This design comes from an exercise in tuning for small area, a short achievable clock period and few clock cycles on the open sky130 flow, not from production work. Only simulation tests tie the RTL to the original design; equivalence was not proved.

## design/flow/config.mk

```make
export PLATFORM = sky130hd
export DESIGN_NAME = toyfloat_core
export DESIGN_NICKNAME = toyfloat_core
export VERILOG_FILES = /design/flow/design.v
export SDC_FILE = /design/flow/constraint.sdc
export NUM_CORES = 4
export LEC_CHECK = 0
export CAP_MARGIN = 20
export CELL_PAD_IN_SITES_DETAIL_PLACEMENT = 2
export CELL_PAD_IN_SITES_GLOBAL_PLACEMENT = 2
export CORE_MARGIN = 2
export CORE_UTILIZATION = 30
export GPL_ROUTABILITY_DRIVEN = 1
export SLEW_MARGIN = 20
```

## design/flow/constraint.sdc

```tcl
create_clock -name core_clock -period 20.0 [get_ports {clk}]
set_input_delay 4.0000 -clock core_clock [delete_from_list [all_inputs] [get_ports {clk}]]
set_output_delay 4.0000 -clock core_clock [all_outputs]
set_load 0.01 [all_outputs]
```

## design/flow/design.v

```verilog
module toyfloat_core (
    input  wire        clk,
    input  wire        rst,
    input  wire        req_valid,
    output wire        req_ready,
    input  wire [3:0]  req_op,
    input  wire [63:0] req_a,
    input  wire [63:0] req_b,
    output wire        rsp_valid,
    input  wire        rsp_ready,
    output reg  [1:0]  rsp_status,
    output reg  [63:0] rsp_data
);
    localparam OP_CFG = 4'h1, OP_RDCFG = 4'h2, OP_MAXV = 4'h3, OP_MINV = 4'h4,
               OP_ENC = 4'h5, OP_DEC = 4'h6, OP_ABS = 4'h7, OP_TOCMP = 4'h8,
               OP_FRCMP = 4'h9, OP_DENC = 4'hA, OP_DDEC = 4'hB;
    localparam ST_OK = 2'd0, ST_CFGERR = 2'd1, ST_NOTCFG = 2'd2, ST_ILLEGAL = 2'd3;
    localparam [4:0] S_IDLE = 5'd0, S_RSP = 5'd1, S_CFGV = 5'd2, S_MAC = 5'd3,
                     S_DD = 5'd4, S_EF = 5'd5, S_EI = 5'd6, S_ED0 = 5'd7,
                     S_EDV = 5'd8, S_D0 = 5'd9, S_DQ = 5'd11,
                     S_DX = 5'd12, S_DR = 5'd13, S_RV = 5'd14, S_RDIV = 5'd15;
    localparam VW = 208;    
    reg  [7:0] desc_tb, desc_base, desc_xb, desc_mine;
    reg        desc_sg, cfg_valid;
    reg  [2:0] last_cause;
    reg  [VW-1:0] v_reg;       
    reg  [7:0]    lv;          
    reg  [63:0]   rinv;        
    reg           rinv_ok;
    reg  [7:0]    kcnt;
    reg  [4:0]    state;
    reg  [23:0]   pow_r;       
    reg  [16:0]   bq_r;        
    reg           sgn_r;
    assign req_ready = (state == S_IDLE) || ((state == S_RSP) && rsp_ready);
    assign rsp_valid = (state == S_RSP);
    wire accept = req_valid && req_ready;
    wire [7:0]  mbits     = desc_tb - desc_xb - {7'd0, desc_sg};
    wire        d_b3        = desc_base[0];
    wire [3:0]  d_mb        = mbits[3:0] - 4'd1;
    wire [15:0] d_code_mask = (desc_tb >= 8'd16) ? 16'hFFFF : ((16'd1 << desc_tb[3:0]) - 16'd1);
    wire [15:0] d_sign_mask = desc_sg ? (16'd1 << (desc_tb[3:0] - 4'd1)) : 16'd0;
    wire [4:0]  d_step_log  = d_b3 ? {1'b0, d_mb} : mbits[4:0];
    reg         b3;
    reg  [4:0]  mm;             
    reg  [3:0]  mb;             
    reg  [15:0] code_mask, sign_mask, mant_mask, mag_mask;
    reg  [3:0]  exp_mask;
    reg  [4:0]  step_log;
    reg  [16:0] step;
    reg  [4:0]  mthr;           
    reg  [10:0] enc_hi;         
    reg  [10:0] enc_lo;         
    function [23:0] pow3;
        input [3:0] e;
        case (e)
            4'd0:  pow3 = 24'd1;
            4'd1:  pow3 = 24'd3;
            4'd2:  pow3 = 24'd9;
            4'd3:  pow3 = 24'd27;
            4'd4:  pow3 = 24'd81;
            4'd5:  pow3 = 24'd243;
            4'd6:  pow3 = 24'd729;
            4'd7:  pow3 = 24'd2187;
            4'd8:  pow3 = 24'd6561;
            4'd9:  pow3 = 24'd19683;
            4'd10: pow3 = 24'd59049;
            4'd11: pow3 = 24'd177147;
            4'd12: pow3 = 24'd531441;
            4'd13: pow3 = 24'd1594323;
            4'd14: pow3 = 24'd4782969;
            default: pow3 = 24'd14348907;
        endcase
    endfunction
    wire [7:0] cfg_tb   = req_a[7:0];
    wire [7:0] cfg_base = req_a[15:8];
    wire [7:0] cfg_xb   = req_a[23:16];
    wire [7:0] cfg_mine = req_a[31:24];
    wire       cfg_sg   = req_a[32];
    wire signed [9:0] cfg_mbits = $signed({2'b00, cfg_tb}) - $signed({2'b00, cfg_xb})
                                  - $signed({9'd0, cfg_sg});
    reg  [2:0] cfg_cause;
    always @* begin
        if (cfg_tb > 8'd16)                             cfg_cause = 3'd1;
        else if (cfg_base != 8'd2 && cfg_base != 8'd3)  cfg_cause = 3'd2;
        else if (cfg_mbits < 10'sd1)                    cfg_cause = 3'd3;
        else if (cfg_xb > 8'd4)                         cfg_cause = 3'd4;
        else if (!cfg_mine[7])                          cfg_cause = 3'd5;
        else                                            cfg_cause = 3'd0;
    end
    wire [7:0]  cfg_k   = 8'd0 - cfg_mine;
    wire [7:0]  d_k     = 8'd0 - desc_mine;
    wire [18:0] d_k3    = {11'd0, d_k} * 19'd1623;
    wire [7:0]  d_lv    = desc_base[0] ? (d_k3[17:10] + 8'd1) : d_k;
    wire [63:0] rdcfg_word = {12'd0, last_cause, cfg_valid,
                              (cfg_valid ? mbits : 8'd0), 7'd0,
                              desc_sg, desc_mine, desc_xb, desc_base, desc_tb};
    wire [15:0] a16 = req_a[15:0];
    wire [15:0] b16 = req_b[15:0];
    wire [15:0] cmp_a = ((a16 & sign_mask) == 16'd0) ? ((sign_mask | a16) & code_mask)
                                                     : (~a16 & code_mask);
    wire [15:0] cmp_b = ((b16 & sign_mask) == 16'd0) ? ((sign_mask | b16) & code_mask)
                                                     : (~b16 & code_mask);
    wire [15:0] frcmp_a = ((a16 & sign_mask) == sign_mask) ? (a16 & ~sign_mask & code_mask)
                                                           : (~a16 & code_mask);
    wire [15:0] dd_a16   = mac_x[15:0];
    wire [15:0] dd_cmpa  = mac_x[31:16];
    wire [17:0] dd_b18   = mac_x[49:32];
    wire        ddec_hi0 = mac_x[50];
    wire        ddec_hi1 = mac_x[51];
    wire        dd_b63   = mac_x[52];
    wire        dd_bz    = mac_x[53];
    wire        dd_denc  = mac_x[54];
    wire [16:0] denc_d = {1'b0, dd_b18[15:0]} - {1'b0, dd_cmpa};
    wire [18:0] ddec_t   = {3'd0, dd_cmpa} + {dd_b18[17], dd_b18};
    wire        ddec_neg = (!ddec_hi0 && !ddec_hi1) ? dd_b63 : ddec_t[18];
    wire        ddec_big = (!ddec_hi0 && !ddec_hi1) ? !dd_b63 : (!ddec_t[18] && (ddec_t[17:16] != 2'd0 || ddec_t[15:0] > code_mask));
    wire [15:0] ddec_clamped = ddec_neg ? 16'd0 : ddec_big ? code_mask : ddec_t[15:0];
    wire [15:0] ddec_frcmp = ((ddec_clamped & sign_mask) == sign_mask) ? (ddec_clamped & ~sign_mask & code_mask)
                                                                       : (~ddec_clamped & code_mask);
    wire [15:0] ddec_res = dd_bz ? dd_a16 : ddec_frcmp;
    reg  [63:0] mac_x;
    reg  [72:0] mac_acc;
    reg  [63:0] mac_cap;
    reg         mac_z;
    reg  [4:0]  mac_cnt, mac_last;
    reg         mac_dp;            
    reg  signed [11:0] mac_n;
    reg  [4:0]  mac_ret;
    reg  [47:0] pn;            
    reg  [7:0]  mac_dig;           
    wire [4:0]  mac_nxt = mac_cnt + 5'd1;
    wire [7:0]  dig_nxt = mac_dp ? pn[8*mac_nxt[2:0] +: 8] : v_reg[8*mac_nxt +: 8];
    wire [72:0] mac_s   = mac_acc + mac_x * mac_dig;
    wire [136:0] prod = {mac_acc, mac_cap};
    wire [11:0] mac_sh  = mac_n - {4'd0, mac_last, 3'd0};
    wire [5:0]  mac_s6  = mac_sh[5:0];
    wire [72:0] mac_win = prod[136:64];
    wire [72:0] win_shr = mac_win >> mac_s6;
    wire [63:0] mac_fl  = win_shr[63:0];
    wire        mac_sat = (win_shr[72:64] != 9'd0);
    wire [72:0] low_mask = ~({73{1'b1}} << mac_s6);
    wire        mac_zf  = mac_z && (prod[63:0] == 64'd0) && ((mac_win & low_mask) == 73'd0);
    wire        w_sign = req_a[63];
    wire [10:0] w_exp  = req_a[62:52];
    wire [51:0] w_frac = req_a[51:0];
    wire        w_nan  = (w_exp == 11'h7FF) && (w_frac != 52'd0);
    wire        w_inf  = (w_exp == 11'h7FF) && (w_frac == 52'd0);
    wire        w_neg  = w_sign && (w_inf || (req_a[62:0] != 63'd0));
    wire [52:0] w_sig  = {(w_exp != 11'd0), w_frac};
    wire [10:0] w_eff  = (w_exp == 11'd0) ? 11'd1 : w_exp;
    wire signed [12:0] e_n = 13'sd1074 - $signed({2'b00, w_eff}) - $signed({8'd0, step_log});
    wire [15:0] e_sgn = (desc_sg && w_neg) ? sign_mask : 16'd0;
    reg  [3:0]  ei;           
    reg  [2:0]  ek;           
    wire [44:0] er   = mac_cap[44:0];    
    wire [40:0] edsh = pn[40:0];         
    reg  [4:0]  emc;          
    reg  [15:0] em;           
    reg         esg_n;        
    wire [15:0] esg = esg_n ? sign_mask : 16'd0;
    wire [43:0] e_f44  = (mac_sat || mac_fl[63:44] != 20'd0) ? {44{1'b1}} : mac_fl[43:0];
    wire [3:0]  e_cand   = ei | (4'd1 << ek);
    wire [23:0] e_pc     = b3 ? pow3(e_cand) : (24'd1 << e_cand);
    wire [23:0] e_pc1    = b3 ? pow3(e_cand - 4'd1) : (24'd1 << (e_cand - 4'd1));
    wire [43:0] f44r     = pn[43:0];
    wire [45:0] e_a      = {22'd0, e_pc - 24'd1} << (step_log + 5'd1);
    wire [45:0] e_t1     = {2'd0, f44r} + {22'd0, e_pc1} - e_a;
    wire        e_ge     = !e_t1[45];
    wire [44:0] e_rc     = {1'b0, f44r} + {21'd0, e_pc} - e_a[44:0];
    reg  [23:0] ec;           
    wire [23:0] e_c      = ec;
    wire [44:0] e_r0     = er;
    wire [44:0] e_q2     = e_r0 >> ({1'b0, ei} + 5'd1);
    wire [15:0] e_m2     = (e_q2 > {29'd0, mant_mask}) ? mant_mask : e_q2[15:0];
    wire [44:0] e_den    = {20'd0, e_c, 1'b0};
    wire        e_ovf3   = e_r0 >= (e_den << mm);
    wire [15:0] e_ishift = {12'd0, ei} << mm;
    wire        e_ge1 = er >= {4'd0, edsh};
    wire [44:0] e_r1  = e_ge1 ? er - {4'd0, edsh} : er;
    wire        e_ge2 = e_r1 >= {5'd0, edsh[40:1]};
    wire [44:0] e_r2  = e_ge2 ? e_r1 - {5'd0, edsh[40:1]} : e_r1;
    wire [52:0] dmc = mac_x[53:1];
    reg  [6:0]  dl;           
    reg         dinc;
    reg  [10:0] dexp_base;    
    reg  [2:0]  p_nz_r;
    wire [10:0] dexp0 = dexp_base - {5'd0, p_nz_r, 3'd0};
    wire [15:0] p_code = (req_op == OP_DEC) ? (a16 & code_mask & ~sign_mask) : mag_mask;
    wire [15:0] p_shr  = p_code >> mm;
    wire [3:0]  p_e    = p_shr[3:0] & exp_mask;
    wire [15:0] p_m    = p_code & mant_mask;
    wire        p_zero = (p_e == 4'd0) && (p_m == 16'd0);
    reg  [23:0] p_pow;
    always @* begin
        if (!b3) p_pow = 24'd1 << p_e;
        else case (p_e)
            4'd0:  p_pow = 24'd1;
            4'd1:  p_pow = 24'd3;
            4'd2:  p_pow = 24'd9;
            4'd3:  p_pow = 24'd27;
            4'd4:  p_pow = 24'd81;
            4'd5:  p_pow = 24'd243;
            4'd6:  p_pow = 24'd729;
            4'd7:  p_pow = 24'd2187;
            4'd8:  p_pow = 24'd6561;
            4'd9:  p_pow = 24'd19683;
            4'd10: p_pow = 24'd59049;
            4'd11: p_pow = 24'd177147;
            4'd12: p_pow = 24'd531441;
            4'd13: p_pow = 24'd1594323;
            4'd14: p_pow = 24'd4782969;
            default: p_pow = 24'd14348907;
        endcase
    end
    wire [40:0] p_val  = pow_r * bq_r - {24'd0, step};
    wire [47:0] p_v48 = {7'd0, p_val};
    reg  [2:0]  p_nz;         
    always @* begin
        if (p_v48[47:40] != 8'd0)      p_nz = 3'd0;
        else if (p_v48[39:32] != 8'd0) p_nz = 3'd1;
        else if (p_v48[31:24] != 8'd0) p_nz = 3'd2;
        else if (p_v48[23:16] != 8'd0) p_nz = 3'd3;
        else if (p_v48[15:8] != 8'd0)  p_nz = 3'd4;
        else                           p_nz = 3'd5;
    end
    wire [47:0] p_n8 = p_v48 << {p_nz, 3'd0};
    wire [112:0] qn = prod[136:24];
    reg  [53:0] q_t;
    reg  [57:0] q_rest;
    reg  [6:0]  q_l;
    reg  [58:0] q_lim;
    integer li;
    always @* begin
        q_t = qn[102:49]; q_rest = {9'd0, qn[48:0]}; q_l = 7'd103; q_lim = 59'd1 << 49;
        for (li = 104; li <= 112; li = li + 1)
            if (qn[li-1]) begin
                q_t    = qn[li-1 -: 54];
                q_rest = qn[57:0] & ((58'd1 << (li - 54)) - 58'd1);
                q_l    = li[6:0];
                q_lim  = 59'd1 << (li - 54);
            end
    end
    wire [58:0] q_sum = {1'b0, q_rest} + {9'd0, pn, 2'b00};
    wire        q_amb = !q_t[0] && (q_sum >= q_lim);
    wire [53:0] q_mr   = {1'b0, q_t[53:1]} + {53'd0, q_t[0]};
    wire        q_ovf  = q_mr[53];
    wire [10:0] q_exp  = dexp0 + {4'd0, q_l} + {10'd0, q_ovf};
    wire [53:0] d_mr   = {1'b0, dmc} + {53'd0, dinc};
    wire        d_ovf  = d_mr[53];
    wire [10:0] d_exp  = dexp0 + {4'd0, dl} + {10'd0, d_ovf};
    wire [63:0] rrem = mac_acc[63:0];
    reg         rvn_hi;
    wire [64:0] rvn = {rvn_hi, mac_x};
    reg  [5:0]  rcnt;
    wire [64:0] r_t1 = {rrem, 1'b1};
    wire        r_q1 = r_t1 >= rvn;
    wire [64:0] r_u1 = r_q1 ? r_t1 - rvn : r_t1;
    wire [64:0] r_t2 = {r_u1[63:0], 1'b1};
    wire        r_q2 = r_t2 >= rvn;
    wire [64:0] r_u2 = r_q2 ? r_t2 - rvn : r_t2;
    wire [64:0] r_t3 = {r_u2[63:0], 1'b1};
    wire        r_q3 = r_t3 >= rvn;
    wire [64:0] r_u3 = r_q3 ? r_t3 - rvn : r_t3;
    wire [7:0]  lv_m1 = lv - 8'd1;
    wire [5:0]  cfg_j   = (kcnt >= 8'd40) ? 6'd40 : kcnt[5:0];
    wire [7:0]  cfg_n   = d_k - kcnt + {2'd0, cfg_j};           
    wire [18:0] cfg_n3  = {11'd0, cfg_n} * 19'd1623;
    wire [7:0]  cfg_nl  = cfg_n3[17:10];                        
    reg  [63:0] cfg_pw;
    always @* begin
        case (cfg_j)
            6'd1: cfg_pw = 64'h0000000000000003;
            6'd2: cfg_pw = 64'h0000000000000009;
            6'd3: cfg_pw = 64'h000000000000001b;
            6'd4: cfg_pw = 64'h0000000000000051;
            6'd5: cfg_pw = 64'h00000000000000f3;
            6'd6: cfg_pw = 64'h00000000000002d9;
            6'd7: cfg_pw = 64'h000000000000088b;
            6'd8: cfg_pw = 64'h00000000000019a1;
            6'd9: cfg_pw = 64'h0000000000004ce3;
            6'd10: cfg_pw = 64'h000000000000e6a9;
            6'd11: cfg_pw = 64'h000000000002b3fb;
            6'd12: cfg_pw = 64'h0000000000081bf1;
            6'd13: cfg_pw = 64'h00000000001853d3;
            6'd14: cfg_pw = 64'h000000000048fb79;
            6'd15: cfg_pw = 64'h0000000000daf26b;
            6'd16: cfg_pw = 64'h000000000290d741;
            6'd17: cfg_pw = 64'h0000000007b285c3;
            6'd18: cfg_pw = 64'h0000000017179149;
            6'd19: cfg_pw = 64'h000000004546b3db;
            6'd20: cfg_pw = 64'h00000000cfd41b91;
            6'd21: cfg_pw = 64'h000000026f7c52b3;
            6'd22: cfg_pw = 64'h000000074e74f819;
            6'd23: cfg_pw = 64'h00000015eb5ee84b;
            6'd24: cfg_pw = 64'h00000041c21cb8e1;
            6'd25: cfg_pw = 64'h000000c546562aa3;
            6'd26: cfg_pw = 64'h0000024fd3027fe9;
            6'd27: cfg_pw = 64'h000006ef79077fbb;
            6'd28: cfg_pw = 64'h000014ce6b167f31;
            6'd29: cfg_pw = 64'h00003e6b41437d93;
            6'd30: cfg_pw = 64'h0000bb41c3ca78b9;
            6'd31: cfg_pw = 64'h000231c54b5f6a2b;
            6'd32: cfg_pw = 64'h0006954fe21e3e81;
            6'd33: cfg_pw = 64'h0013bfefa65abb83;
            6'd34: cfg_pw = 64'h003b3fcef3103289;
            6'd35: cfg_pw = 64'h00b1bf6cd930979b;
            6'd36: cfg_pw = 64'h02153e468b91c6d1;
            6'd37: cfg_pw = 64'h063fbad3a2b55473;
            6'd38: cfg_pw = 64'h12bf307ae81ffd59;
            6'd39: cfg_pw = 64'h383d9170b85ff80b;
            default: cfg_pw = 64'ha8b8b452291fe821;
        endcase
    end
    reg         mac_wb;         
    always @(posedge clk) begin
        if (rst) begin
            state      <= S_IDLE;
            mac_wb     <= 1'b0;
            desc_tb    <= 8'd0;
            desc_base  <= 8'd0;
            desc_xb    <= 8'd0;
            desc_mine  <= 8'd0;
            desc_sg    <= 1'b0;
            cfg_valid  <= 1'b0;
            last_cause <= 3'd0;
            rinv_ok    <= 1'b0;
            rsp_status <= 2'd0;
            rsp_data   <= 64'd0;
        end else begin
            case (state)
            S_RSP: if (rsp_ready) state <= S_IDLE;
            S_DD: begin
                rsp_status <= ST_OK;
                rsp_data   <= dd_denc ? {{47{denc_d[16]}}, denc_d} : {48'd0, ddec_res};
                state      <= S_RSP;
            end
            S_CFGV: begin
                b3        <= d_b3;
                mm        <= mbits[4:0];
                mb        <= d_mb;
                code_mask <= d_code_mask;
                sign_mask <= d_sign_mask;
                mant_mask <= (16'd2 << d_mb) - 16'd1;
                mag_mask  <= d_code_mask & ~d_sign_mask;
                exp_mask  <= (4'd1 << desc_xb[2:0]) - 4'd1;
                step_log  <= d_step_log;
                step      <= 17'd1 << d_step_log;
                mthr      <= d_b3 ? mbits[4:0] : mbits[4:0] + 5'd1;
                lv        <= d_lv;
                dexp_base <= 11'd959 - {3'd0, lv} - {6'd0, d_step_log};
                enc_hi    <= 11'd1067 - {3'd0, lv} - {6'd0, d_step_log};
                enc_lo    <= 11'd1022 - {3'd0, lv} - {6'd0, d_step_log};
                if (kcnt == 8'd0) begin
                    if (d_b3) v_reg[0] <= 1'b0;
                    rsp_status <= ST_OK;
                    rsp_data   <= 64'd0;
                    state      <= S_RSP;
                end else if (!d_b3) begin
                    v_reg <= ~({VW{1'b1}} << kcnt);
                    kcnt  <= 8'd0;
                end else begin
                    mac_x    <= cfg_pw;
                    mac_acc  <= 73'd0;
                    mac_cap  <= 64'd0;
                    mac_z    <= 1'b1;
                    mac_cnt  <= 5'd0;
                    mac_last <= cfg_nl[7:3];
                    mac_dp   <= 1'b0;
                    mac_dig  <= v_reg[7:0];
                    mac_wb   <= 1'b1;
                    mac_ret  <= S_CFGV;
                    state    <= S_MAC;
                    kcnt     <= kcnt - {2'd0, cfg_j};
                end
            end
            S_MAC: begin
                if (mac_wb) v_reg[8*mac_cnt +: 8] <= mac_s[7:0];
                if (mac_cnt != mac_last) begin
                    mac_z   <= mac_z && (mac_cap[7:0] == 8'd0);
                    mac_cap <= {mac_s[7:0], mac_cap[63:8]};
                    mac_acc <= {8'd0, mac_s[72:8]};
                    mac_cnt <= mac_nxt;
                    mac_dig <= dig_nxt;
                end else begin
                    mac_acc <= mac_s;
                    mac_wb  <= 1'b0;
                    state   <= mac_ret;
                end
            end
            S_EF: begin
                pn[43:0]         <= e_f44;
                mac_cap[44:0]    <= {1'b0, e_f44} + 45'd1;
                state            <= (desc_xb[2:0] == 3'd0) ? S_ED0 : S_EI;
            end
            S_EI: begin
                if (e_ge) begin
                    ei <= e_cand;
                    ec <= e_pc;
                    mac_cap[44:0] <= e_rc;
                end
                ek <= ek - 3'd1;
                if (ek == 3'd0) state <= S_ED0;
            end
            S_ED0: begin
                if (!b3) begin
                    rsp_status <= ST_OK;
                    rsp_data   <= {48'd0, esg | e_ishift | e_m2};
                    state      <= S_RSP;
                end else if (e_ovf3) begin
                    rsp_status <= ST_OK;
                    rsp_data   <= {48'd0, esg | e_ishift | mant_mask};
                    state      <= S_RSP;
                end else begin
                    pn[40:0]  <= e_den[40:0] << mb;
                    emc   <= mm;
                    em    <= 16'd0;
                    state <= S_EDV;
                end
            end
            S_EDV: begin
                if (emc == 5'd1) begin
                    rsp_status <= ST_OK;
                    rsp_data   <= {48'd0, esg | e_ishift | {em[14:0], e_ge1}};
                    state      <= S_RSP;
                end else if (emc == 5'd2) begin
                    rsp_status <= ST_OK;
                    rsp_data   <= {48'd0, esg | e_ishift | {em[13:0], e_ge1, e_ge2}};
                    state      <= S_RSP;
                end else begin
                    mac_cap[44:0]   <= e_r2;
                    pn[40:0] <= {2'b00, edsh[40:2]};
                    em   <= {em[13:0], e_ge1, e_ge2};
                    emc  <= emc - 5'd2;
                end
            end
            S_RV: begin
                {rvn_hi, mac_x} <= {1'b0, mac_fl} + {64'd0, !mac_zf};
                mac_acc <= {10'd0, {63{1'b1}}};
                rcnt  <= 6'd32;
                state <= S_RDIV;
            end
            S_RDIV: begin
                mac_acc <= {9'd0, r_u2[63:0]};
                rinv <= {rinv[61:0], r_q1, r_q2};
                rcnt <= rcnt - 6'd1;
                if (rcnt == 6'd1) begin
                    rinv_ok <= 1'b1;
                    state   <= S_D0;
                end
            end
            S_D0: begin
                begin
                    pn       <= p_n8;
                    p_nz_r   <= p_nz;
                    mac_x    <= rinv;
                    mac_acc  <= 73'd0;
                    mac_cap  <= 64'd0;
                    mac_z    <= 1'b1;
                    mac_cnt  <= {2'd0, p_nz};
                    mac_last <= 5'd5;
                    mac_dp   <= 1'b1;
                    mac_dig  <= p_val[7:0];
                    mac_n    <= 12'sd0;
                    mac_ret  <= S_DQ;
                    state    <= S_MAC;
                end
            end
            S_DQ: begin
                dl  <= q_l;
                if (!q_amb) begin
                    rsp_status <= ST_OK;
                    rsp_data   <= {sgn_r, q_exp, q_ovf ? 52'd0 : q_mr[51:0]};
                    state      <= S_RSP;
                end else begin
                    mac_x    <= {10'd0, q_t[53:1], 1'b1};
                    mac_acc  <= 73'd0;
                    mac_cap  <= 64'd0;
                    mac_z    <= 1'b1;
                    mac_cnt  <= 5'd0;
                    mac_last <= lv_m1[7:3];
                    mac_dp   <= 1'b0;
                    mac_dig  <= v_reg[7:0];
                    mac_n    <= {4'd0, lv} + 12'sd117 - {5'd0, q_l};
                    mac_ret  <= S_DX;
                    state    <= S_MAC;
                end
            end
            S_DX: begin
                if (!mac_sat && (mac_fl < {16'd0, pn}))
                    dinc <= 1'b1;
                else if (!mac_sat && (mac_fl == {16'd0, pn}) && mac_zf)
                    dinc <= dmc[0];
                else
                    dinc <= 1'b0;
                state <= S_DR;
            end
            S_DR: begin
                rsp_status <= ST_OK;
                rsp_data   <= {sgn_r, d_exp, d_ovf ? 52'd0 : d_mr[51:0]};
                state      <= S_RSP;
            end
            default: ;
            endcase
            if (accept) begin
                rsp_status <= ST_OK;
                rsp_data   <= 64'd0;
                state      <= S_RSP;
                case (req_op)
                OP_CFG: begin
                    if (cfg_cause != 3'd0) begin
                        desc_tb <= 8'd0; desc_base <= 8'd0; desc_xb <= 8'd0;
                        desc_mine <= 8'd0; desc_sg <= 1'b0;
                        cfg_valid  <= 1'b0;
                        last_cause <= cfg_cause;
                        rsp_status <= ST_CFGERR;
                        rsp_data   <= {61'd0, cfg_cause};
                    end else begin
                        desc_tb <= cfg_tb; desc_base <= cfg_base; desc_xb <= cfg_xb;
                        desc_mine <= cfg_mine; desc_sg <= cfg_sg;
                        cfg_valid  <= 1'b1;
                        last_cause <= 3'd0;
                        rinv_ok    <= 1'b0;
                        v_reg      <= cfg_base[0] ? {{(VW-1){1'b0}}, 1'b1} : {VW{1'b0}};
                        kcnt       <= cfg_k;
                        state      <= S_CFGV;
                    end
                end
                OP_RDCFG: rsp_data <= rdcfg_word;
                4'h0, 4'hC, 4'hD, 4'hE, 4'hF: rsp_status <= ST_ILLEGAL;
                default: begin
                    if (!cfg_valid) begin
                        rsp_status <= ST_NOTCFG;
                    end else begin
                        case (req_op)
                        OP_MAXV, OP_MINV, OP_DEC: begin
                            pow_r <= p_pow;
                            bq_r  <= step + {1'b0, p_m};
                            if (req_op == OP_DEC)
                                sgn_r <= ((a16 & sign_mask) != 16'd0);
                            else
                                sgn_r <= (req_op == OP_MINV);
                            if (req_op == OP_MINV && !desc_sg) begin
                                rsp_data <= 64'd0;
                            end else if (p_zero) begin
                                rsp_data <= {(req_op == OP_DEC) && ((a16 & sign_mask) != 16'd0), 63'd0};
                            end else begin
                                if (rinv_ok) begin
                                    state <= S_D0;
                                end else begin
                                    mac_x    <= {1'b1, 63'd0};
                                    mac_acc  <= 73'd0;
                                    mac_cap  <= 64'd0;
                                    mac_z    <= 1'b1;
                                    mac_cnt  <= 5'd0;
                                    mac_last <= lv_m1[7:3];
                                    mac_dp   <= 1'b0;
                    mac_dig  <= v_reg[7:0];
                                    mac_n    <= {4'd0, lv_m1};
                                    mac_ret  <= S_RV;
                                    state    <= S_MAC;
                                end
                            end
                        end
                        OP_ENC: begin
                            esg_n <= desc_sg && w_neg;
                            ei  <= 4'd0;
                            ec  <= 24'd1;
                            ek  <= desc_xb[2:0] - 3'd1;
                            if (w_nan || (!desc_sg && w_neg)) begin
                                rsp_data <= 64'd0;
                            end else if (w_inf || w_eff > enc_hi) begin
                                rsp_data <= {48'd0, e_sgn | mag_mask};
                            end else if (w_sig == 53'd0 || w_eff < enc_lo) begin
                                rsp_data <= {48'd0, e_sgn};
                            end else begin
                                mac_x    <= {11'd0, w_sig};
                                mac_acc  <= 73'd0;
                                mac_cap  <= 64'd0;
                                mac_z    <= 1'b1;
                                mac_cnt  <= 5'd0;
                                mac_last <= lv_m1[7:3];
                                mac_dp   <= 1'b0;
                    mac_dig  <= v_reg[7:0];
                                mac_n    <= e_n[11:0];
                                mac_ret  <= S_EF;
                                state    <= S_MAC;
                            end
                        end
                        OP_ABS:   rsp_data <= {48'd0, a16 & ~sign_mask};
                        OP_TOCMP: rsp_data <= {48'd0, cmp_a};
                        OP_FRCMP: rsp_data <= {48'd0, frcmp_a};
                        default: begin    
                            mac_x <= {9'd0, req_op == OP_DENC, req_b == 64'd0, req_b[63],
                                      req_b[63:17] == {47{1'b1}}, req_b[63:17] == 47'd0,
                                      (req_op == OP_DENC) ? {2'b00, cmp_b} : req_b[17:0],
                                      cmp_a, a16};
                            state <= S_DD;
                        end
                        endcase
                    end
                end
                endcase
            end
        end
    end
endmodule
```

## design/flow/run.sh

```bash
#!/bin/bash
# synth_recipe.tcl (not shown) runs the flow's synth.tcl, then flattens the netlist and writes it again
# the make line also repeats each setting of config.mk as NAME=value (left out here)
make -C /OpenROAD-flow-scripts/flow DESIGN_CONFIG=/design/flow/config.mk WORK_HOME=/design/flow/orfs CLKGATE_MAP_FILE= SYNTH_SCRIPT=/design/flow/synth_recipe.tcl finish
```

==> flow_summary.html, run 1 <==
<table>
<tr><th>Metric</th><th>Value</th></tr>
<tr><th colspan="2">Detailed routing</th></tr>
<tr><td>Drt drc</td><td>0</td></tr>
<tr><td>DR vias/cell</td><td>6.435</td></tr>
<tr><td>Post-DR wirelength/cell</td><td>40.70 um</td></tr>
<tr><td>DRT iter0 DRCs</td><td>19039</td></tr>
<tr><td>Pre-Repair DR Iteration Count</td><td>6</td></tr>
<tr><td>Number of vias after detailed routing</td><td>160492</td></tr>
<tr><td>Final wirelength</td><td>1015000 um</td></tr>
<tr><td>Antenna-violating nets left</td><td>0</td></tr>
<tr><th colspan="2">Floorplanning</th></tr>
<tr><td>Chip height</td><td>707.7 um</td></tr>
<tr><td>Effective utilization at floorplan</td><td>0.3010</td></tr>
<tr><td>Die Width</td><td>707.7 um</td></tr>
<tr><td>Number of placement rows</td><td>258</td></tr>
<tr><td>Die area</td><td>0.5009 mm^2</td></tr>
<tr><td>Top-level port count</td><td>204</td></tr>
<tr><td>Total core area</td><td>0.4936 mm^2</td></tr>
<tr><th colspan="2">Final layout</th></tr>
<tr><td>Fraction of final layout cells sized beyond drive strength 1</td><td>0.09122</td></tr>
<tr><td>Number of nets in the finished design</td><td>20338</td></tr>
<tr><td>Final standard cell utilization of the core</td><td>0.3333</td></tr>
<tr><td>Number of flip-flops under the largest register name</td><td>208</td></tr>
<tr><td>Post-Layout Cell Count</td><td>24940</td></tr>
<tr><td>Area added between synthesis and finish</td><td>10.71%</td></tr>
<tr><td>Layout Cell Area excl Fill</td><td>0.1645 mm^2</td></tr>
<tr><td>Leading cell type in the layout, fill and taps excluded</td><td>nand2_1</td></tr>
<tr><td>Commonest non-fill, non-tap cells in the layout</td><td>nand2_1 (2061), inv_1 (1526), a21oi_1 (1524)</td></tr>
<tr><th colspan="2">Yosys</th></tr>
<tr><td>Number of distinct library cells after synthesis</td><td>116</td></tr>
<tr><td>Post-synth EDFFs</td><td>803</td></tr>
<tr><td>Top-area cell type share of the netlist area</td><td>0.1623</td></tr>
<tr><td>Fraction of synthesis flops using an asynchronous set or reset pin</td><td>0</td></tr>
<tr><td>Synth Area per Inst</td><td>8.014 um^2</td></tr>
<tr><td>Yosys warnings</td><td>1</td></tr>
<tr><td>Cells taking the most area after synthesis</td><td>edfxtp_1 (16%), fa_1 (12%), ha_1 (9.0%)</td></tr>
<tr><td>Combined area of all synthesized cells</td><td>0.1486 mm^2</td></tr>
<tr><td>Share of the yosys chip area belonging to registers</td><td>0.1771</td></tr>
<tr><td>Instance count of the mapped netlist</td><td>18540</td></tr>
<tr><td>Synthesized netlist net count</td><td>20604</td></tr>
<tr><td>Flip-flop and latch count after synthesis</td><td>913</td></tr>
<tr><td>Most used flip-flop cell after synthesis</td><td>edfxtp_1</td></tr>
<tr><td>Post-synthesis cell type with the largest combined area</td><td>edfxtp_1</td></tr>
<tr><th colspan="2">STA</th></tr>
<tr><td>Unrepaired setup endpoints after global routing</td><td>false</td></tr>
<tr><td>Highest Clock Rate</td><td>79.59 MHz</td></tr>
<tr><td>Worst relative slew slack</td><td>0.04745</td></tr>
<tr><td>Hold WS</td><td>412.2 ps</td></tr>
<tr><td>Clock period minus final worst setup slack</td><td>12570 ps</td></tr>
<tr><td>Slew Viols, Final</td><td>0</td></tr>
<tr><td>Final hold viol count</td><td>0</td></tr>
<tr><td>Least-Margin Pin Slew</td><td>1389 ps</td></tr>
<tr><td>Setup Skew</td><td>87.95 ps</td></tr>
<tr><td>Number of endpoints failing setup at the final stage</td><td>0</td></tr>
<tr><td>Worst path setup slack after routing</td><td>7435 ps</td></tr>
<tr><td>Final period util</td><td>0.6283</td></tr>
<tr><td>Total Negative Setup Slacks</td><td>0 ps</td></tr>
<tr><th colspan="2">Worst setup path</th></tr>
<tr><td>Slowest Stage Delay on Critical Path</td><td>780 ps</td></tr>
<tr><td>Critical-path maximum fanout</td><td>16</td></tr>
<tr><td>Crit path capture type</td><td>flip-flop</td></tr>
<tr><td>Kind of launch point of the worst setup path</td><td>flip-flop</td></tr>
<tr><td>Worst setup path category</td><td>reg2reg</td></tr>
<tr><td>Slowest-stage cell, CP</td><td>edfxtp_1</td></tr>
<tr><td>R2R Setup Slk</td><td>7430 ps</td></tr>
<tr><td>Critical register-to-register path startpoint</td><td>pn[0]</td></tr>
<tr><td>Data required time of the critical path</td><td>20470 ps</td></tr>
<tr><td>Depth of the worst register-to-register path</td><td>33</td></tr>
<tr><td>Arrival time at the worst endpoint</td><td>13040 ps</td></tr>
<tr><td>Endpoint of the most critical register-to-register path</td><td>mac_x[17]</td></tr>
<tr><th colspan="2">Clock network</th></tr>
<tr><td>Post-cts gate resize count</td><td>0</td></tr>
<tr><td>Clock tree root driver cell</td><td>clkbuf_16</td></tr>
<tr><td>Later-pin clock latency in the skew report</td><td>970 ps</td></tr>
<tr><td>Sink Count</td><td>913</td></tr>
<tr><td>Hold Buf Count CTS</td><td>0</td></tr>
<tr><td>TritonCTS clock tree</td><td>built</td></tr>
<tr><td>Max H-tree Level</td><td>4</td></tr>
<tr><td>Buffers from clock root to sink, at most</td><td>4</td></tr>
<tr><td>CTS Buf Count</td><td>146</td></tr>
<tr><td>Setup repair bufs after CTS</td><td>0</td></tr>
<tr><td>Clock-pin slew of the registers on the worst-case setup and hold paths</td><td>60 ps</td></tr>
<tr><th colspan="2">Flow run</th></tr>
<tr><td>Number of max-cap violations</td><td>0</td></tr>
<tr><th colspan="2">Min path</th></tr>
<tr><td>Class of the tightest hold or removal check</td><td>reg2reg</td></tr>
<tr><td>Hold_sp</td><td>rinv[44]</td></tr>
<tr><td>Endpoint with the worst hold slack</td><td>rinv[46]</td></tr>
<tr><td>Hold Path Stages</td><td>0</td></tr>
<tr><th colspan="2">Place</th></tr>
<tr><td>Number of cells in the design after placement</td><td>24624</td></tr>
<tr><td>Final HPWL from detailed placement</td><td>801000 um</td></tr>
<tr><td>Pre-CTS WS</td><td>7841 ps</td></tr>
<tr><td>Input/output buffers</td><td>203</td></tr>
<tr><td>Routability Congestion</td><td>1.028</td></tr>
<tr><td>Area after DPL</td><td>0.1596 mm^2</td></tr>
<tr><th colspan="2">GRT</th></tr>
<tr><td>Largest net degree at the start of global routing</td><td>118</td></tr>
<tr><td>Global-route wire length before repair</td><td>1382000 um</td></tr>
<tr><td>Aggregate global-route resource usage</td><td>0.3915</td></tr>
<tr><td>Number of global-route vias before repair</td><td>162547</td></tr>
<tr><td>Number of antenna violations at the first check in global routing</td><td>126</td></tr>
<tr><td>Aggregate global routing overflow</td><td>0</td></tr>
<tr><th colspan="2">Outcome</th></tr>
<tr><td>Outcome</td><td>finished clean</td></tr>
</table>
## logic make-up (layout without fill, tap and decap cells)
logic type / Yosys count / count (layout) / share of synthesized area
flops: 913 / 913 / 0.1771
xor+xnor: 724 / 724 / 0.04292
other cells: 2 / 57 / 0.00005055
buf+inv: 2900 / 2745 / 0.07575
simple gates: 5831 / 5831 / 0.1838
mux: 897 / 897 / 0.08092
fa+ha+maj: 1933 / 1933 / 0.2059
compound gates: 5340 / 5340 / 0.2336
## worst max-delay path, delay by kind of cell, from the launching register on
family,cells,cell delay [ps]
and+or+nand+nor,12,5340
DFF,1,780
AOI/OAI and AO/OA,15,3910
buffers and inverters,3,950
adders and majority gates,3,1050
## worst max path at each step
stage | start | to | slack [ps]
2_1_floorplan | rst | emc[0] | 1000
3_3_place_gp | pn[0] | mac_x[17] | 7540
3_5_place_dp | pn[0] | mac_x[17] | 7840
4_1_cts | pn[0] | mac_x[17] | 7780
5_1_grt | pn[0] | mac_x[17] | 7370
6_report | pn[0] | mac_x[17] | 7430
## synthesized netlist by cell type, types with 317 or more instances
master	number
a21o_1	342
inv_1	1530
nor3_1	321
o21ai_0	1147
a21oi_1	1532
nor2_1	1444
ha_1	1074
xnor2_1	488
and2_1	590
fa_1	854
nand2_1	2066
clkbuf_1	1092
a221oi_1	317
nand3_1	329
edfxtp_1	803
mux2i_1	417
## routing by layer
layer / part of all wire / up-vias / GRT usage
met5: 0.00041 / - / 0
met4: 0.084 / 62 / 0.2699
met3: 0.082 / 2345 / 0.08172
met2: 0.43 / 7912 / 0.5995
met1: 0.40 / 84050 / 0.4930
li1: - / 66123 / -
## final cells by class
class / count / area (um^2)
clock inverter: 73 / 734.5
timing repair buffer: 932 / 7582
tap: 6500 / 8133
sequential: 913 / 26320
antenna: 55 / 137.6
inverter: 1554 / 5842
multi-input combinational: 14727 / 111800
clock buffer: 186 / 3909
fill: 56285 / 329100
Testbench counts, summed over its fixed seeds: cycles 23,138.
==> inputs of run 2 (changes only) <==
--- a/design/flow/config.mk
+++ b/design/flow/config.mk
@@ -10,5 +10,6 @@
 export CELL_PAD_IN_SITES_GLOBAL_PLACEMENT = 2
 export CORE_MARGIN = 2
-export CORE_UTILIZATION = 30
+export CORE_UTILIZATION = 55
 export GPL_ROUTABILITY_DRIVEN = 1
+export GPL_TIMING_DRIVEN = 1
 export SLEW_MARGIN = 20
==> flow_summary.html, run 2 <==
<table>
<tr><th>Metric</th><th>Value</th></tr>
<tr><th colspan="2">Outcome</th></tr>
<tr><td>Outcome</td><td>stopped before the end (was finished clean)</td></tr>
<tr><td>Fail Step</td><td>global placement without I/O (3_1_place_gp_skip_io)</td></tr>
<tr><td>Tool Error</td><td>[ERROR GPL-0301] Utilization 101.131 % exceeds 100%.</td></tr>
<tr><th colspan="2">Yosys</th></tr>
<tr><td>Fraction of synthesis flops using an asynchronous set or reset pin</td><td>0 (unchanged)</td></tr>
<tr><td>Post-synthesis share of cell area spent on xor and xnor gates</td><td>0.04292 (unchanged)</td></tr>
<tr><td>Synthesized netlist net count</td><td>20604 (unchanged)</td></tr>
<tr><td>Fraction of the mapped netlist area in adder cells</td><td>0.2059 (unchanged)</td></tr>
<tr><td>Yosys warnings</td><td>1 (unchanged)</td></tr>
<tr><td>Top-area cell type share of the netlist area</td><td>0.1623 (unchanged)</td></tr>
<tr><td>Combined area of all synthesized cells</td><td>0.1486 mm^2 (unchanged)</td></tr>
<tr><td>Most repeated cell in the gate-level netlist after synthesis</td><td>nand2_1 (unchanged)</td></tr>
<tr><td>Most used flip-flop cell after synthesis</td><td>edfxtp_1 (unchanged)</td></tr>
<tr><td>Synth Area in Compound Gates</td><td>0.2336 (unchanged)</td></tr>
<tr><td>Number of distinct library cells after synthesis</td><td>116 (unchanged)</td></tr>
<tr><td>Synth Area per Inst</td><td>8.014 um^2 (unchanged)</td></tr>
<tr><td>Multiplexer share of the synthesized area</td><td>0.08092 (unchanged)</td></tr>
<tr><td>Flip-flop and latch count after synthesis</td><td>913 (unchanged)</td></tr>
<tr><td>Post-synth EDFFs</td><td>803 (unchanged)</td></tr>
<tr><td>Simple-gate area share of the yosys netlist</td><td>0.1838 (unchanged)</td></tr>
<tr><td>Share of the yosys chip area belonging to registers</td><td>0.1771 (unchanged)</td></tr>
<tr><td>Most used standard cells in the synthesized netlist</td><td>nand2_1 (2066), a21oi_1 (1532), inv_1 (1530) (unchanged)</td></tr>
<tr><td>Instance count of the mapped netlist</td><td>18540 (unchanged)</td></tr>
<tr><td>Post-synthesis cell type with the largest combined area</td><td>edfxtp_1 (unchanged)</td></tr>
<tr><td>Cells taking the most area after synthesis</td><td>edfxtp_1 (16%), fa_1 (12%), ha_1 (9.0%) (unchanged)</td></tr>
<tr><td>Main combinational cell family by area after synthesis</td><td>compound AO/OA/AOI/OAI gates (unchanged)</td></tr>
<tr><th colspan="2">Floorplanning</th></tr>
<tr><td>Chip height</td><td>523.7 um (was 707.7 um)</td></tr>
<tr><td>Number of placement rows</td><td>190 (was 258)</td></tr>
<tr><td>Die Width</td><td>523.7 um (was 707.7 um)</td></tr>
<tr><td>Effective utilization at floorplan</td><td>0.5536 (was 0.3010)</td></tr>
</table>
[run 2: cells by family after synthesis]
| logic type | after synthesis |
|---|---|
| flops | 913 |
| fa+ha+maj | 1933 |
| xor+xnor | 724 |
| mux | 897 |
| simple gates | 5831 |
| compound gates | 5340 |
| buf+inv | 2900 |
| other cells | 2 |
==> inputs of run 3 (changes only) <==
--- a/design/flow/design.v
+++ b/design/flow/design.v
@@ -228,22 +228,26 @@
     wire [112:0] qn = prod[136:24];
     reg  [53:0] q_t;
-    reg  [57:0] q_rest;
+    reg  [5:0]  q_top6;       
     reg  [6:0]  q_l;
-    reg  [58:0] q_lim;
     integer li;
     always @* begin
-        q_t = qn[102:49]; q_rest = {9'd0, qn[48:0]}; q_l = 7'd103; q_lim = 59'd1 << 49;
+        q_t = qn[102:49]; q_top6 = qn[48:43]; q_l = 7'd103;
         for (li = 104; li <= 112; li = li + 1)
             if (qn[li-1]) begin
                 q_t    = qn[li-1 -: 54];
-                q_rest = qn[57:0] & ((58'd1 << (li - 54)) - 58'd1);
+                q_top6 = qn[li-55 -: 6];
                 q_l    = li[6:0];
-                q_lim  = 59'd1 << (li - 54);
             end
     end
-    wire [58:0] q_sum = {1'b0, q_rest} + {9'd0, pn, 2'b00};
-    wire        q_amb = !q_t[0] && (q_sum >= q_lim);
-    wire [53:0] q_mr   = {1'b0, q_t[53:1]} + {53'd0, q_t[0]};
-    wire        q_ovf  = q_mr[53];
+    wire        q_amb = !q_t[0] && (q_top6 == 6'h3F);
+    wire [53:0] q_cy;
+    genvar gq;
+    generate
+        for (gq = 0; gq < 54; gq = gq + 1) begin : g_qcy
+            assign q_cy[gq] = &q_t[gq:0];
+        end
+    endgenerate
+    wire [53:0] q_mr   = {q_cy[53], q_t[53:1] ^ q_cy[52:0]};
+    wire        q_ovf  = q_cy[53];
     wire [10:0] q_exp  = dexp0 + {4'd0, q_l} + {10'd0, q_ovf};
     wire [53:0] d_mr   = {1'b0, dmc} + {53'd0, dinc};
@@ -265,7 +269,52 @@
     wire [7:0]  lv_m1 = lv - 8'd1;
     wire [5:0]  cfg_j   = (kcnt >= 8'd40) ? 6'd40 : kcnt[5:0];
-    wire [7:0]  cfg_n   = d_k - kcnt + {2'd0, cfg_j};           
-    wire [18:0] cfg_n3  = {11'd0, cfg_n} * 19'd1623;
-    wire [7:0]  cfg_nl  = cfg_n3[17:10];                        
+    reg  [6:0]  cfg_jb;         
+    always @* begin
+        case (cfg_j)
+            6'd1: cfg_jb = 7'd2;
+            6'd2: cfg_jb = 7'd4;
+            6'd3: cfg_jb = 7'd5;
+            6'd4: cfg_jb = 7'd7;
+            6'd5: cfg_jb = 7'd8;
+            6'd6: cfg_jb = 7'd10;
+            6'd7: cfg_jb = 7'd12;
+            6'd8: cfg_jb = 7'd13;
+            6'd9: cfg_jb = 7'd15;
+            6'd10: cfg_jb = 7'd16;
+            6'd11: cfg_jb = 7'd18;
+            6'd12: cfg_jb = 7'd20;
+            6'd13: cfg_jb = 7'd21;
+            6'd14: cfg_jb = 7'd23;
+            6'd15: cfg_jb = 7'd24;
+            6'd16: cfg_jb = 7'd26;
+            6'd17: cfg_jb = 7'd27;
+            6'd18: cfg_jb = 7'd29;
+            6'd19: cfg_jb = 7'd31;
+            6'd20: cfg_jb = 7'd32;
+            6'd21: cfg_jb = 7'd34;
+            6'd22: cfg_jb = 7'd35;
+            6'd23: cfg_jb = 7'd37;
+            6'd24: cfg_jb = 7'd39;
+            6'd25: cfg_jb = 7'd40;
+            6'd26: cfg_jb = 7'd42;
+            6'd27: cfg_jb = 7'd43;
+            6'd28: cfg_jb = 7'd45;
+            6'd29: cfg_jb = 7'd46;
+            6'd30: cfg_jb = 7'd48;
+            6'd31: cfg_jb = 7'd50;
+            6'd32: cfg_jb = 7'd51;
+            6'd33: cfg_jb = 7'd53;
+            6'd34: cfg_jb = 7'd54;
+            6'd35: cfg_jb = 7'd56;
+            6'd36: cfg_jb = 7'd58;
+            6'd37: cfg_jb = 7'd59;
+            6'd38: cfg_jb = 7'd61;
+            6'd39: cfg_jb = 7'd62;
+            default: cfg_jb = 7'd64;
+        endcase
+    end
+    reg  [7:0]  vbits;          
+    wire [7:0]  cfg_vb  = vbits + {1'b0, cfg_jb};
+    wire [7:0]  cfg_nl  = cfg_vb - 8'd1;
     reg  [63:0] cfg_pw;
     always @* begin
@@ -373,4 +422,5 @@
                     state    <= S_MAC;
                     kcnt     <= kcnt - {2'd0, cfg_j};
+                    vbits    <= cfg_vb;
                 end
             end
@@ -524,4 +574,5 @@
                         v_reg      <= cfg_base[0] ? {{(VW-1){1'b0}}, 1'b1} : {VW{1'b0}};
                         kcnt       <= cfg_k;
+                        vbits      <= 8'd1;
                         state      <= S_CFGV;
                     end
--- a/design/flow/config.mk
+++ b/design/flow/config.mk
@@ -6,10 +6,9 @@
 export NUM_CORES = 4
 export LEC_CHECK = 0
-export CAP_MARGIN = 20
+export CAP_MARGIN = 40
 export CELL_PAD_IN_SITES_DETAIL_PLACEMENT = 2
 export CELL_PAD_IN_SITES_GLOBAL_PLACEMENT = 2
 export CORE_MARGIN = 2
-export CORE_UTILIZATION = 55
+export CORE_UTILIZATION = 30
 export GPL_ROUTABILITY_DRIVEN = 1
-export GPL_TIMING_DRIVEN = 1
-export SLEW_MARGIN = 20
+export SLEW_MARGIN = 30
==> flow_summary.html, run 3 <==
<table>
<tr><th>Metric</th><th>Value</th></tr>
<tr><th colspan="2">Worst setup path</th></tr>
<tr><td>Worst setup path category</td><td>reg2reg</td></tr>
<tr><td>Kind of launch point of the worst setup path</td><td>flip-flop</td></tr>
<tr><td>Most used cell, CP</td><td>ha_1</td></tr>
<tr><td>Data required time of the critical path</td><td>20620 ps</td></tr>
<tr><td>Crit path capture type</td><td>flip-flop</td></tr>
<tr><td>Arrival time at the worst endpoint</td><td>11930 ps</td></tr>
<tr><td>R2R Setup Slk</td><td>8700 ps</td></tr>
<tr><td>Critical-path maximum fanout</td><td>37</td></tr>
<tr><td>Slowest Stage Delay on Critical Path</td><td>670 ps</td></tr>
<tr><td>Slowest-stage cell, CP</td><td>a22oi_1</td></tr>
<tr><th colspan="2">STA</th></tr>
<tr><td>Final hold viol count</td><td>0</td></tr>
<tr><td>Total Negative Setup Slacks</td><td>0 ps</td></tr>
<tr><td>Worst relative slew slack</td><td>0.2156</td></tr>
<tr><td>Highest Clock Rate</td><td>88.46 MHz</td></tr>
<tr><td>Number of endpoints failing setup at the final stage</td><td>0</td></tr>
<tr><td>Worst path setup slack after routing</td><td>8696 ps</td></tr>
<tr><td>Setup Skew</td><td>92.54 ps</td></tr>
<tr><td>Final period util</td><td>0.5652</td></tr>
<tr><td>Least-Margin Pin Slew</td><td>1177 ps</td></tr>
<tr><td>Unrepaired setup endpoints after global routing</td><td>false</td></tr>
<tr><td>Clock period minus final worst setup slack</td><td>11300 ps</td></tr>
<tr><td>Slew Viols, Final</td><td>0</td></tr>
<tr><th colspan="2">Floorplanning</th></tr>
<tr><td>Number of placement rows</td><td>253 (was 190)</td></tr>
<tr><td>Top-level port count</td><td>204</td></tr>
<tr><td>Chip height</td><td>693.5 um (was 523.7 um)</td></tr>
<tr><td>Effective utilization at floorplan</td><td>0.3007 (was 0.5536)</td></tr>
<tr><td>Total core area</td><td>0.4742 mm^2</td></tr>
<tr><td>Die area</td><td>0.4809 mm^2</td></tr>
<tr><td>Die Width</td><td>693.5 um (was 523.7 um)</td></tr>
<tr><th colspan="2">Final layout</th></tr>
<tr><td>Post-Layout Cell Count</td><td>24104</td></tr>
<tr><td>Area added between synthesis and finish</td><td>11.86%</td></tr>
<tr><td>Commonest non-fill, non-tap cells in the layout</td><td>nand2_1 (2088), inv_1 (1530), a21oi_1 (1476)</td></tr>
<tr><td>Fraction of final layout cells sized beyond drive strength 1</td><td>0.09661</td></tr>
<tr><td>Number of flip-flops under the largest register name</td><td>208</td></tr>
<tr><td>Number of filler instances in the final layout</td><td>54292</td></tr>
<tr><td>Leading cell type in the layout, fill and taps excluded</td><td>nand2_1</td></tr>
<tr><td>Number of nets in the finished design</td><td>19636</td></tr>
<tr><th colspan="2">Detailed routing</th></tr>
<tr><td>Number of vias after detailed routing</td><td>153229</td></tr>
<tr><td>Pre-Repair DR Iteration Count</td><td>7</td></tr>
<tr><td>DRT iter0 DRCs</td><td>17507</td></tr>
<tr><td>Antenna-violating nets left</td><td>0</td></tr>
<tr><td>DR vias/cell</td><td>6.357</td></tr>
<tr><td>Post-DR wirelength/cell</td><td>39.70 um</td></tr>
<tr><td>Final wirelength</td><td>956900 um</td></tr>
<tr><td>Drt drc</td><td>0</td></tr>
<tr><th colspan="2">Place</th></tr>
<tr><td>Input/output buffers</td><td>203</td></tr>
<tr><td>Final HPWL from detailed placement</td><td>759600 um</td></tr>
<tr><td>Pre-CTS WS</td><td>8914 ps</td></tr>
<tr><td>Number of cells in the design after placement</td><td>23769</td></tr>
<tr><td>Routability Congestion</td><td>1.057</td></tr>
<tr><th colspan="2">Clock network</th></tr>
<tr><td>Buffers from clock root to sink, at most</td><td>4</td></tr>
<tr><td>Hold Buf Count CTS</td><td>0</td></tr>
<tr><td>Sink Count</td><td>921</td></tr>
<tr><td>TritonCTS clock tree</td><td>built</td></tr>
<tr><td>Setup repair bufs after CTS</td><td>0</td></tr>
<tr><td>Max H-tree Level</td><td>4</td></tr>
<tr><td>Clock-pin slew of the registers on the worst-case setup and hold paths</td><td>80 ps</td></tr>
<tr><td>Clock tree root driver cell</td><td>clkbuf_16</td></tr>
<tr><td>Later-pin clock latency in the skew report</td><td>960 ps</td></tr>
<tr><td>Post-cts gate resize count</td><td>0</td></tr>
<tr><td>CTS Buf Count</td><td>144</td></tr>
<tr><th colspan="2">Yosys</th></tr>
<tr><td>Most repeated cell in the gate-level netlist after synthesis</td><td>nand2_1 (unchanged)</td></tr>
<tr><td>Top-area cell type share of the netlist area</td><td>0.1708 (was 0.1623)</td></tr>
<tr><td>Most used standard cells in the synthesized netlist</td><td>nand2_1 (2099), inv_1 (1531), a21oi_1 (1487) (was nand2_1 (2066), a21oi_1 (1532), inv_1 (1530))</td></tr>
<tr><td>Post-synthesis cell type with the largest combined area</td><td>edfxtp_1 (unchanged)</td></tr>
<tr><td>Yosys warnings</td><td>1 (unchanged)</td></tr>
<tr><td>Instance count of the mapped netlist</td><td>17827 (was 18540)</td></tr>
<tr><td>Cells taking the most area after synthesis</td><td>edfxtp_1 (17%), fa_1 (12%), ha_1 (8.5%) (was edfxtp_1 (16%), fa_1 (12%), ha_1 (9.0%))</td></tr>
<tr><td>Share of the yosys chip area belonging to registers</td><td>0.1862 (was 0.1771)</td></tr>
<tr><td>Synthesized netlist net count</td><td>19761 (was 20604)</td></tr>
<tr><td>Number of distinct library cells after synthesis</td><td>122 (was 116)</td></tr>
<tr><td>Flip-flop and latch count after synthesis</td><td>921 (was 913)</td></tr>
<tr><td>Combined area of all synthesized cells</td><td>0.1426 mm^2 (was 0.1486 mm^2)</td></tr>
<tr><td>Synth Area per Inst</td><td>8.000 um^2 (was 8.014 um^2)</td></tr>
<tr><td>Post-synth EDFFs</td><td>811 (was 803)</td></tr>
<tr><td>Fraction of synthesis flops using an asynchronous set or reset pin</td><td>0 (unchanged)</td></tr>
<tr><td>Most used flip-flop cell after synthesis</td><td>edfxtp_1 (unchanged)</td></tr>
<tr><th colspan="2">GRT</th></tr>
<tr><td>Aggregate global routing overflow</td><td>0</td></tr>
<tr><td>Number of antenna violations at the first check in global routing</td><td>110</td></tr>
<tr><td>Aggregate global-route resource usage</td><td>0.3846</td></tr>
<tr><td>Number of global-route vias before repair</td><td>155294</td></tr>
<tr><td>Global-route wire length before repair</td><td>1308000 um</td></tr>
<tr><td>Largest net degree at the start of global routing</td><td>106</td></tr>
<tr><th colspan="2">Flow run</th></tr>
<tr><td>Number of max-cap violations</td><td>0</td></tr>
<tr><th colspan="2">Min path</th></tr>
<tr><td>Class of the tightest hold or removal check</td><td>reg2reg</td></tr>
<tr><th colspan="2">Outcome</th></tr>
<tr><td>Outcome</td><td>finished clean (was stopped before the end)</td></tr>
</table>
-- run 3: changes by cell type after synthesis, moves of 33 or more --
cell,delta
nand4_1,-35
and2_1,-147
a21oi_1,-45
mux2_2,-58
a221oi_1,-41
ha_1,-102
o2bb2ai_1,+54
nand2_1,+33
nor2_1,-103
o221ai_1,-38
clkbuf_1,-39
a21o_1,-67
a221o_1,-50
-- run 3: cell type report --
type                       count  area, um^2  share of cell area
clock inverter                65       633.1            0.003969
multi-input combinational  14045      105800              0.6635
tap                         6247        7816             0.04900
antenna                       44       110.1           0.0006902
clock buffer                 192        3928             0.02462
inverter                    1551        5829             0.03654
sequential                   921       26560              0.1665
timing repair buffer        1039        8808             0.05522
-- run 3: path summary, 6_finish.rpt --
path | start | to | cells after the start
max | ek[1] | mac_cap[11] | 38
max reg2reg | ek[1] | mac_cap[11] | 38
min | rinv[42] | rinv[44] | 0
min reg2reg | rinv[42] | rinv[44] | 0
-- run 3: stage by stage --
step                area (um^2)    util  hold WS (ps)
finish                   159500  0.3364         442.9
global route             159400  0.3362         452.0
CTS                      159000  0.3354         421.0
detailed placement       154500  0.3257         436.8
global placement         153200  0.3231         429.0
floorplan                142600       -         406.4
-- run 3: layer usage --
layer	track usage	up-vias	share of wire	routed length [um]
met5	0	-	0.00023	218
met4	0.2653	30	0.083	79720
met3	0.07736	2165	0.082	78890
met2	0.5913	7261	0.43	415700
met1	0.4842	80153	0.40	382300
li1	-	63620	-	-
-- run 3: cells by family (layout without fill, tap and decap cells) --
family          count (synthesis)  in the layout  share of synthesized area
buf+inv                      2861           2847                    0.07883
mux                           822            822                    0.07610
flops                         921            921                     0.1862
simple gates                 5571           5571                     0.1815
xor+xnor                      673            673                    0.04153
fa+ha+maj                    1801           1801                     0.2014
other cells                     2             46                 0.00005266
compound gates               5176           5176                     0.2343
-- run 3: critical path, delay by kind of cell, from the launching register on --
kind            cells  cell delay, ps
fa+ha+maj           5            1770
buf+inv             5            1580
mux                 2             500
flops               1             460
simple gates       10            1880
xor+xnor            1             130
compound gates     15            4610
Testbench counts of run 3, summed over its fixed seeds: cycles 23,181.

-- afterwards: timing with drivers on the ports --
The results above use ideal ports. As a check the final layouts listed here were re-extracted and re-timed, cells and wires unchanged. Step 1: set_driving_cell puts a clkbuf_16 on clk and a buf_2 on each other input, an assumption about the parent block. Step 2 times the ports against the registers' clock, not the clock port: input delays grow and output delays shrink by t, the midpoint of the rising clock arrivals with the driver on. Three values: no drivers, after step 1, after step 2; two values: the first two.
run | shift t [ns] | setup slack, ns | worst setup path after step 2
run 1 | 1.058 | 7.435 / 7.435 / 7.435 | register to register
run 3 | 1.042 | 8.696 / 8.696 / 8.696 | register to register
After both steps setup and hold are still met in every run listed.
